This is an optimization exercise on Yosys and OpenROAD, whose aim is a short achievable clock period and few clock cycles, not a production implementation.
Only simulation tests tie the RTL to the original design; equivalence was not proved.
Power is estimated from default activity; no workload was simulated.

`flow/design.v`:
```
module coldcpu (
    input  wire        clk,
    input  wire        rst,           
    input  wire [8:0]  code_words,    
    output wire        imem_req,
    output wire [7:0]  imem_addr,     
    input  wire        imem_ready,
    input  wire [31:0] imem_rdata,
    output reg         dmem_req,
    output reg         dmem_we,
    output reg  [1:0]  dmem_size,     
    output reg  [9:0]  dmem_addr,     
    output reg  [31:0] dmem_wdata,
    input  wire        dmem_ready,
    input  wire [31:0] dmem_rdata,
    output reg         out_valid,
    output reg  [1:0]  out_kind,      
    output reg  [31:0] out_data,
    output wire        halted,
    output wire        faulted,
    output reg  [2:0]  fault_cause,   
    output reg  [1:0]  fault_access,  
    output reg  [33:0] fault_info,
    input  wire [5:0]  dbg_sel,
    output reg  [31:0] dbg_data
);
    localparam [31:0] MEM_SIZE = 32'd1024;
    localparam [7:0] OP_ADD  = 8'd0,  OP_SUB  = 8'd1,  OP_MUL  = 8'd2,  OP_AND  = 8'd3;
    localparam [7:0] OP_OR   = 8'd4,  OP_XOR  = 8'd5,  OP_ADDI = 8'd6,  OP_SUBI = 8'd7;
    localparam [7:0] OP_MULI = 8'd8,  OP_ANDI = 8'd9,  OP_ORI  = 8'd10, OP_XORI = 8'd11;
    localparam [7:0] OP_NOT  = 8'd12, OP_SHL  = 8'd13, OP_SHR  = 8'd14;
    localparam [7:0] OP_SETI = 8'd19, OP_CMP  = 8'd20, OP_FCMP = 8'd21, OP_CMPI = 8'd22;
    localparam [7:0] OP_B    = 8'd23, OP_BL   = 8'd30, OP_BLR  = 8'd37;
    localparam [7:0] OP_MFLR = 8'd44, OP_MTLR = 8'd45;
    localparam [7:0] OP_LDB  = 8'd46, OP_LDH  = 8'd47;
    localparam [7:0] OP_STB  = 8'd49, OP_STH  = 8'd50, OP_STW  = 8'd51;
    localparam [7:0] OP_SYS  = 8'd52;
    localparam [7:0] SYS_PRINT = 8'd0, SYS_IPRINT = 8'd1, SYS_FPRINT = 8'd2;
    localparam [7:0] SYS_QMB   = 8'd3, SYS_HALT   = 8'd4;
    localparam [2:0] F_NONE = 3'd0, F_OPCODE = 3'd1, F_REG = 3'd2, F_MEM = 3'd3, F_SYS = 3'd4;
    localparam [2:0] S_FETCH = 3'd0, S_EXEC = 3'd1, S_MEM = 3'd2, S_HALT = 3'd3, S_FAULT = 3'd4;
    reg  [2:0]  state;
    reg  [31:0] pc;
    reg  [31:0] lr;
    reg         flag_gt, flag_lt, flag_eq;
    reg  [31:0] ir;
    reg  [4:0]  mem_rd;               
    assign halted  = (state == S_HALT);
    assign faulted = (state == S_FAULT);
    reg         rf_we;
    reg  [4:0]  rf_wa;
    reg  [31:0] rf_wd;
    wire [31:0] rf [0:31];
    genvar g;
    generate
        for (g = 0; g < 32; g = g + 1) begin : gen_rf
            reg [31:0] q;
            if (g == 0) begin : g_rst
                always @(posedge clk) begin
                    if (rst)
                        q <= MEM_SIZE;
                    else if (rf_we && rf_wa == g)
                        q <= rf_wd;
                end
            end else begin : g_nrst
                always @(posedge clk) begin
                    if (rf_we && rf_wa == g)
                        q <= rf_wd;
                end
            end
            assign rf[g] = q;
        end
    endgenerate
    wire [7:0]  op = ir[31:24];
    wire [7:0]  b1 = ir[23:16];
    wire [7:0]  b2 = ir[15:8];
    wire [7:0]  b3 = ir[7:0];
    wire        stopped = (state == S_HALT) || (state == S_FAULT);
    wire [4:0]  ra1 = stopped ? dbg_sel[4:0] : b1[4:0];
    wire [31:0] x1 = rf[ra1];
    wire [31:0] x2 = rf[b2[4:0]];
    wire [31:0] x3 = rf[b3[4:0]];
    wire [31:0] imm8  = {24'd0, b3};
    wire [31:0] imm16 = {16'd0, ir[15:0]};
    wire [31:0] off24 = {{8{ir[23]}}, ir[23:0]};
    wire [31:0] off8  = {{24{b3[7]}}, b3};
    wire [31:0] code_size = {21'd0, code_words, 2'b00};
    wire is_triple   = (op <= OP_XOR);
    wire is_imm8     = (op >= OP_ADDI && op <= OP_SHR && op != OP_NOT);
    wire is_mem      = (op >= OP_LDB && op <= OP_STW);
    wire is_store    = (op >= OP_STB && op <= OP_STW);
    wire is_bimm     = (op >= OP_B && op <= 8'd36);
    wire is_blr      = (op >= OP_BLR && op <= 8'd43);
    wire valid_op    = (op <= OP_SHR) || (op >= OP_SETI && op <= OP_SYS);
    reg chk1, chk2, chk3;
    always @(*) begin
        chk1 = 1'b0;
        chk2 = 1'b0;
        chk3 = 1'b0;
        if (is_triple) begin
            chk1 = 1'b1; chk2 = 1'b1; chk3 = 1'b1;
        end else if (is_imm8 || is_mem || op == OP_NOT || op == OP_CMP || op == OP_FCMP) begin
            chk1 = 1'b1; chk2 = 1'b1;
        end else if (op == OP_SETI || op == OP_CMPI || op == OP_MFLR || op == OP_MTLR) begin
            chk1 = 1'b1;
        end else if (op == OP_SYS && b1 != SYS_HALT) begin
            chk2 = 1'b1;
        end
    end
    wire bad1 = chk1 && (b1 >= 8'd32);
    wire bad2 = chk2 && (b2 >= 8'd32);
    wire bad3 = chk3 && (b3 >= 8'd32);
    wire bad_reg = bad1 || bad2 || bad3;
    wire [7:0] bad_byte = bad1 ? b1 : (bad2 ? b2 : b3);
    wire bad_sys = (op == OP_SYS) && (b1 > SYS_HALT);
    wire [31:0] alu_b = is_triple ? x3 : imm8;
    reg  [31:0] alu_y;
    always @(*) begin
        case (op)
            OP_ADD,  OP_ADDI: alu_y = x2 + alu_b;
            OP_SUB,  OP_SUBI: alu_y = x2 - alu_b;
            OP_MUL,  OP_MULI: alu_y = x2 * alu_b;
            OP_AND,  OP_ANDI: alu_y = x2 & alu_b;
            OP_OR,   OP_ORI:  alu_y = x2 | alu_b;
            OP_XOR,  OP_XORI: alu_y = x2 ^ alu_b;
            OP_NOT:           alu_y = ~x2;
            OP_SHL:           alu_y = (b3 < 8'd32) ? (x2 << b3[4:0]) : 32'd0;
            OP_SHR:           alu_y = (b3 < 8'd32) ? (x2 >> b3[4:0]) : 32'd0;
            default:          alu_y = 32'd0;
        endcase
    end
    wire [31:0] cmp_r = (op == OP_CMPI) ? imm16 : x2;
    wire icmp_gt = x1 > cmp_r;
    wire icmp_lt = x1 < cmp_r;
    wire icmp_eq = x1 == cmp_r;
    wire f1_nan  = (x1[30:23] == 8'hFF) && (x1[22:0] != 23'd0);
    wire f2_nan  = (x2[30:23] == 8'hFF) && (x2[22:0] != 23'd0);
    wire f_zeros = (x1[30:0] == 31'd0) && (x2[30:0] == 31'd0);
    wire [31:0] f1_key = x1[31] ? ~x1 : {1'b1, x1[30:0]};
    wire [31:0] f2_key = x2[31] ? ~x2 : {1'b1, x2[30:0]};
    wire fcmp_gt = !f_zeros && (f1_key > f2_key);
    wire fcmp_lt = !f_zeros && (f1_key < f2_key);
    wire fcmp_eq = f_zeros || (f1_key == f2_key);
    reg [7:0] cc_full;
    always @(*) begin
        if (op < OP_BL)
            cc_full = op - OP_B;
        else if (op < OP_BLR)
            cc_full = op - OP_BL;
        else
            cc_full = op - OP_BLR;
    end
    wire [2:0] cc = cc_full[2:0];
    reg cond;
    always @(*) begin
        case (cc)
            3'd0:    cond = 1'b1;
            3'd1:    cond = flag_eq;
            3'd2:    cond = !flag_eq;
            3'd3:    cond = flag_gt;
            3'd4:    cond = flag_lt;
            3'd5:    cond = flag_gt || flag_eq;
            default: cond = flag_lt || flag_eq;
        endcase
    end
    wire is_link = (op >= OP_BL && op < OP_BLR);
    wire [31:0] ea = x2 + off8;
    reg  [1:0]  msize;
    reg  [31:0] mlast;    
    always @(*) begin
        case (op)
            OP_LDB, OP_STB: begin msize = 2'd0; mlast = 32'd0; end
            OP_LDH, OP_STH: begin msize = 2'd1; mlast = 32'd1; end
            default:        begin msize = 2'd2; mlast = 32'd3; end
        endcase
    end
    wire ea_low   = (ea < code_size) || (ea >= MEM_SIZE);      
    wire ea_high  = ((ea + mlast) >= MEM_SIZE);                
    wire ea_fault = ea_low || ea_high;
    wire [31:0] ea_fault_addr = ea_low ? ea : MEM_SIZE;
    reg [31:0] load_val;
    always @(*) begin
        case (dmem_size)
            2'd0:    load_val = {24'd0, dmem_rdata[7:0]};
            2'd1:    load_val = {16'd0, dmem_rdata[15:0]};
            default: load_val = dmem_rdata;
        endcase
    end
    wire fetch_ok = (pc < {23'd0, code_words});
    assign imem_req  = (state == S_FETCH) && fetch_ok;
    assign imem_addr = pc[7:0];
    always @(*) begin
        if (dbg_sel < 6'd32)
            dbg_data = x1;
        else if (dbg_sel == 6'd32)
            dbg_data = pc;
        else if (dbg_sel == 6'd33)
            dbg_data = lr;
        else if (dbg_sel == 6'd34)
            dbg_data = {29'd0, flag_gt, flag_lt, flag_eq};
        else
            dbg_data = 32'd0;
    end
    always @(*) begin
        rf_we = 1'b0;
        rf_wa = b1[4:0];
        rf_wd = alu_y;
        if (state == S_EXEC && valid_op && !bad_reg && !bad_sys) begin
            if (op <= OP_SHR) begin
                rf_we = 1'b1;
            end else if (op == OP_SETI) begin
                rf_we = 1'b1;
                rf_wd = imm16;
            end else if (op == OP_MFLR) begin
                rf_we = 1'b1;
                rf_wd = lr;
            end else if (op == OP_SYS && b1 == SYS_QMB) begin
                rf_we = 1'b1;
                rf_wa = b2[4:0];
                rf_wd = code_size;
            end
        end else if (state == S_MEM && dmem_ready && !dmem_we) begin
            rf_we = 1'b1;
            rf_wa = mem_rd;
            rf_wd = load_val;
        end
    end
    reg        ex_fault;
    reg [2:0]  ex_cause;
    reg [1:0]  ex_access;
    reg [33:0] ex_info;
    always @(*) begin
        ex_fault  = 1'b1;
        ex_access = 2'd0;
        if (!valid_op) begin
            ex_cause = F_OPCODE;
            ex_info  = {26'd0, op};
        end else if (bad_sys) begin
            ex_cause = F_SYS;
            ex_info  = {26'd0, b1};
        end else if (bad_reg) begin
            ex_cause = F_REG;
            ex_info  = {26'd0, bad_byte};
        end else begin
            ex_fault  = is_mem && ea_fault;
            ex_cause  = F_MEM;
            ex_access = is_store ? 2'd2 : 2'd1;
            ex_info   = {2'b00, ea_fault_addr};
        end
    end
    always @(posedge clk) begin
        if (rst) begin
            state        <= S_FETCH;
            pc           <= 32'd0;
            fault_cause  <= F_NONE;
            fault_access <= 2'd0;
            fault_info   <= 34'd0;
            dmem_req     <= 1'b0;
            out_valid    <= 1'b0;
        end else begin
            out_valid <= 1'b0;
            case (state)
                S_FETCH: begin
                    if (!fetch_ok) begin
                        state        <= S_FAULT;
                        fault_cause  <= F_MEM;
                        fault_access <= 2'd0;
                        fault_info   <= {pc, 2'b00};
                    end else if (imem_ready) begin
                        ir    <= imem_rdata;
                        state <= S_EXEC;
                    end
                end
                S_EXEC: begin
                    if (ex_fault) begin
                        state        <= S_FAULT;
                        fault_cause  <= ex_cause;
                        fault_access <= ex_access;
                        fault_info   <= ex_info;
                    end else if (is_mem) begin
                        dmem_req   <= 1'b1;
                        dmem_we    <= is_store;
                        dmem_size  <= msize;
                        dmem_addr  <= ea[9:0];
                        dmem_wdata <= x1;
                        mem_rd     <= b1[4:0];
                        state      <= S_MEM;
                    end else begin
                        state <= S_FETCH;
                        pc    <= pc + 32'd1;
                        case (op)
                            OP_CMP, OP_CMPI: begin
                                flag_gt <= icmp_gt;
                                flag_lt <= icmp_lt;
                                flag_eq <= icmp_eq;
                            end
                            OP_FCMP: begin
                                flag_gt <= !(f1_nan || f2_nan) && fcmp_gt;
                                flag_lt <= !(f1_nan || f2_nan) && fcmp_lt;
                                flag_eq <= !(f1_nan || f2_nan) && fcmp_eq;
                            end
                            OP_MTLR: lr <= x1;
                            OP_SYS: begin
                                case (b1)
                                    SYS_PRINT: begin
                                        out_valid <= 1'b1;
                                        out_kind  <= 2'd0;
                                        out_data  <= {24'd0, x2[7:0]};
                                    end
                                    SYS_IPRINT: begin
                                        out_valid <= 1'b1;
                                        out_kind  <= 2'd1;
                                        out_data  <= x2;
                                    end
                                    SYS_FPRINT: begin
                                        out_valid <= 1'b1;
                                        out_kind  <= 2'd2;
                                        out_data  <= x2;
                                    end
                                    SYS_HALT: state <= S_HALT;
                                    default: ;
                                endcase
                            end
                            default: begin
                                if (is_bimm && cond) begin
                                    pc <= pc + off24;
                                    if (is_link)
                                        lr <= pc;
                                end else if (is_blr && cond) begin
                                    pc <= lr + 32'd1;
                                end
                            end
                        endcase
                    end
                end
                S_MEM: begin
                    if (dmem_ready) begin
                        dmem_req <= 1'b0;
                        pc       <= pc + 32'd1;
                        state    <= S_FETCH;
                    end
                end
                default: ;    
            endcase
        end
    end
endmodule
```
`flow/constraint.sdc`:
```
create_clock -name core_clock -period 13.0 [get_ports {clk}]
set_input_delay 2.6000 -clock core_clock [delete_from_list [all_inputs] [get_ports {clk}]]
set_output_delay 2.6000 -clock core_clock [all_outputs]
set_load 0.01 [all_outputs]
```
`flow/config.mk`:
```
export PLATFORM = sky130hd
export DESIGN_NAME = coldcpu
export DESIGN_NICKNAME = coldcpu
export VERILOG_FILES = /design/flow/design.v
export SDC_FILE = /design/flow/constraint.sdc
export NUM_CORES = 4
export LEC_CHECK = 0
export CAP_MARGIN = 20
export CORE_MARGIN = 2
export CORE_UTILIZATION = 30
export PLACE_DENSITY = 0.5
export SLEW_MARGIN = 20
```
`flow/run.sh`:
```
#!/bin/bash
# synth_recipe.tcl (not shown) runs the flow's synth.tcl, then flattens the netlist and writes it again
# the make line also repeats each setting of config.mk as NAME=value (left out here)
make -C /OpenROAD-flow-scripts/flow DESIGN_CONFIG=/design/flow/config.mk WORK_HOME=/design/flow/orfs CLKGATE_MAP_FILE= SYNTH_SCRIPT=/design/flow/synth_recipe.tcl finish
```
==> summary.txt <==
======================================================================================
Power density over the cells                                               230 mW/mm^2
Gr usage total                                                                   43.9%
Yosys warns                                                                          1
Via total after detailed routing                                                104000
Leading cell type in the layout, fill and taps excluded                       edfxtp_1
Post-synthesis mux area share                                                    2.42%
Ratio of cells with drive above 1 in the final layout                            13.2%
Area leader, netlist                                                          edfxtp_1
Detailed-route wire length                                                      733 mm
Initial Util                                                                     30.1%
Count of buffers from port buffering                                               245
Startpoint of the lowest-slack register-to-register path                  ir[8]$_DFFE_PP_
CP endpoint kind                                                             flip-flop
Via count of the first global-routing pass                                       96800
Die Span Y                                                                 568 microns
Launch point of the worst path                                            ir[8]$_DFFE_PP_
Worst setup endpoint                                                      gen_rf[31].q[29]$_DFFE_PP_
Setup WS pre-CTS                                                              0.248 ns
Setup_tns                                                                         0 ns
Average wire per standard cell                                            49.5 microns
Crit path DAT                                                                 13.48 ns
Num Clock Sinks                                                                   1251
Remaining DRCs                                                                       0
Smallest setup slack after layout                                             0.115 ns
Fraction of the core area covered by cells at the end of the flow                35.7%
Min-Delay Path Class                                                      flip-flop to flip-flop
Placed wire-length estimate after detailed placement                            520 mm
Final Hold Vio Count                                                                 0
Static leakage                                                                 42.1 nW
Later-pin clock latency in the skew report                                     0.93 ns
Run status                                                                finished clean
Global-route wire length before repair                                          950 mm
Worst-path cell with the longest stage delay                                   and3b_4
Residual overflow from global routing                                                0
Die Footprint                                                              0.322 sq mm
Seq/Total Area, Yosys                                                            38.3%
Post-layout min period                                                        12.88 ns
Final Cycle Share                                                                99.1%
Largest net degree at the start of global routing                                   90
FILL cells                                                                       31800
Worst setup skew after layout                                                0.0986 ns
Area used by sequential logic in the layout                               0.0365 sq mm
Number of antenna violations at the first check in global routing                  109
Post-synthesis xor/xnor area fraction                                            2.80%
Most area-consuming cells after synthesis                                 edfxtp_1 (36%), fa_1 (8.6%), a22oi_1 (6.2%)
Leading cell types in the layout, fill and taps excluded                  edfxtp_1 (1143), nand3_1 (906), a22oi_1 (791), nor2_1 (768), nand2_1 (758)
Adder and majority cell fraction of the synthesized area                         13.5%
Depth of the worst register-to-register path                                        39
Simple-Gate Fraction of Synth Area                                               19.9%
Root buffer cell                                                             clkbuf_16
Worst endpoint required time                                                  13.59 ns
Largest vdd supply drop                                                         513 uV
Number of top-level pins                                                           246
Synthesized netlist net count                                                    10900
Number of buffers created by CTS                                                   160
Path type of the worst setup path                                         flip-flop to flip-flop
Area Growth Syn to Fin                                                           18.6%
Count of different cell masters after synthesis                                    112
Detailed-routing iteration count for the pre-antenna-repair pass                    13
Setup repair after global routing missed its margin                              false
Setup violators final                                                                0
Asr flop ratio synth                                                                0%
Maximum capacitance violations                                                       0
Tightest Pin Transition                                                        1.27 ns
Horizontal die dimension                                                   568 microns
Seq cells post-synth                                                              1251
Achievable Freq                                                             0.0776 GHz
Final std cell area, no fill                                               0.113 sq mm
Clock slew at the register clock pins of the worst setup and hold paths        0.07 ns
Dominant combinational cell family by area after synthesis                simple AND/OR/NAND/NOR gates
Area occupied by multi-input gates                                        0.0546 sq mm
Total standard cell area after synthesis                                  0.0954 sq mm
EDFF count, synth                                                                 1143
Number of levels the H-tree was split into                                           4
R2r setup slk                                                                  0.12 ns
Leading register cell type out of synthesis                                   edfxtp_1
Synthesized area per cell                                                   9.47 sq um
Top-area cell type share of the netlist area                                     36.0%
Number of routed nets with antenna violations                                        0
Critical path peak fanout                                                           34
Core Footprint                                                             0.317 sq mm
CTS max path bufs                                                                    4
Number of instances in the synthesized netlist                                   10100
Fin. max-slew vios                                                                   0
Worst max-slew margin expressed relative to the limit                            15.7%
Number of DRC markers after the initial detailed-route iteration                 20400
Final layout net count                                                           11300
Clock tree from TritonCTS                                                         done
Global placer's final weighted congestion                                         1.09
Delay of the slowest cell on the worst path                                    1.05 ns
Startpoint class of the critical path                                        flip-flop
Quantity of hold-fixing buffers added after cts                                      0
Placed cell areas                                                          0.108 sq mm
Capture point of the worst reg-to-reg path                                gen_rf[31].q[29]$_DFFE_PP_
Routed via count divided by cell count                                            7.00
Compound-Gate Fraction of Synth Area                                             17.0%
Placement Rows                                                                     207
======================================================================================
## worst min path at each step
stage	startpoint	endpoint	slack [ns]	cells past startpoint
2_1_floorplan	gen_rf[0].q[30]$_SDFFE_PP0P_	gen_rf[0].q[30]$_SDFFE_PP0P_	0.46	2
3_3_place_gp	fault_info[2]$_SDFFE_PP0P_	fault_info[2]$_SDFFE_PP0P_	0.46	2
3_5_place_dp	fault_access[1]$_SDFFE_PP0P_	fault_access[1]$_SDFFE_PP0P_	0.46	2
4_1_cts	fault_access[1]$_SDFFE_PP0P_	fault_access[1]$_SDFFE_PP0P_	0.47	2
5_1_grt	fault_access[1]$_SDFFE_PP0P_	fault_access[1]$_SDFFE_PP0P_	0.48	2
6_report	fault_access[1]$_SDFFE_PP0P_	fault_access[1]$_SDFFE_PP0P_	0.47	2
## state kept, by name (all words and copies together), names as in the netlist, 2 cells and up
signal and flops:
gen_rf.q 1024, fault_info 34, dmem_wdata 32, ir 32
lr 32, out_data 32, pc 32, dmem_addr 10
mem_rd 5, fault_cause 3, state 3, dmem_size 2
fault_access 2, out_kind 2
## cells in the mapped netlist, types with 139 or more instances
cell type and instances:
nor3_1 139, nand4_1 340, a22oi_1 791, fa_1 412, mux2i_1 162, xnor2_1 194, nand3_1 906, inv_1 601
and3_1 291, ha_1 373, a21oi_1 323, o21ai_0 292, edfxtp_1 1143, nand2_1 764, nor2_1 853, clkbuf_1 538
## cell type report
| type | instances | area share [%] |
|---|---|---|
| inverter | 625 | 2.07 |
| clock buffer | 195 | 3.85 |
| multi-input combinational | 7400 | 48.2 |
| clock inverter | 93 | 0.732 |
| antenna | 67 | 0.148 |
| tap | 4180 | 4.62 |
| sequential | 1251 | 32.2 |
| timing repair buffer | 1011 | 8.09 |
## worst max-delay path: cells and delay by family (launching register included)
| kind | cells | cell delay (ns) |
|---|---|---|
| AO/OA/AOI/OAI | 10 | 3.16 |
| AND/OR/NAND/NOR | 6 | 1.93 |
| adder cells (fa/ha/maj) | 9 | 4.16 |
| buffers and inverters | 13 | 2.52 |
| XOR/XNOR | 1 | 0.06 |
| flip-flops | 1 | 0.64 |
## what timing repair did
item | 4_1_cts | 5_1_grt
setup endpoints to repair | 0 | 32
buffers inserted | 0 | 2
gates resized for setup | 0 | 8
## kinds of logic (layout without fill, tap and decap cells)
kind of cell	count (synthesis)	in the layout
mux	200	200
flops	1251	1251
other cells	0	67
xor+xnor	300	300
compound gates	2271	2271
fa+ha+maj	785	785
simple gates	3844	3844
buf+inv	1417	1924
## through the flow
stage,total power [mW],hold WS (ns),std cells
after floorplan,13.4,0.455,10100
after global placement,20.8,0.458,14500
after detailed placement,20.8,0.463,14500
after CTS,25.4,0.469,14800
after global routing,27.1,0.481,14800
final,26.0,0.470,14800
## metal layers
metal  GRT usage [%]  up-vias  wire length, microns
met5           0.431        -                   431
met4            36.7       58                 75700
met3            16.8     3227                 97300
met2            61.9    10100                294000
met1            52.6    51900                266000
li1                -    38500                     -
## power by group
group / internal, mW / switching (mW) / leakage (nW) / total, mW
Clock: 2.58 / 2.03 / 2.54 / 4.61
Combinational: 5.81 / 11.1 / 29.1 / 16.9
Sequential: 4.45 / 0.0551 / 10.5 / 4.51
Total: 12.8 / 13.2 / 42.1 / 26.0
Testbench counts, summed over its fixed seeds: cycles 144,122.

static timing again, ports no longer ideal:
Ports are ideal in the flow. The routed layout listed here was re-timed in OpenROAD.
Step 1, drivers: a clkbuf_16 drives clk and a buf_2 each remaining input, both assumed.
Step 2 adds t to the input delays and takes it off the output delays; t is the mean of the earliest and latest rising clock arrival at the registers after step 1. Input paths then give back, and output paths get back, about the clock's delay inside the block.
Slacks: ideal / step 1 / step 2; pairs: ideal / step 1.
t (ns): 0.981
setup slack, ns: 0.115 / 0.115 / 0.115
worst setup path at the end: register to register
clock arrival spread, ns: 0.098 / 0.099
slew at the worst register clock pin (ns): 0.07 / 0.07
After both steps this run still meets setup and hold. For this run, drivers alone change the setup slack by 0.000 ns; drivers and shift together by 0.000 ns.
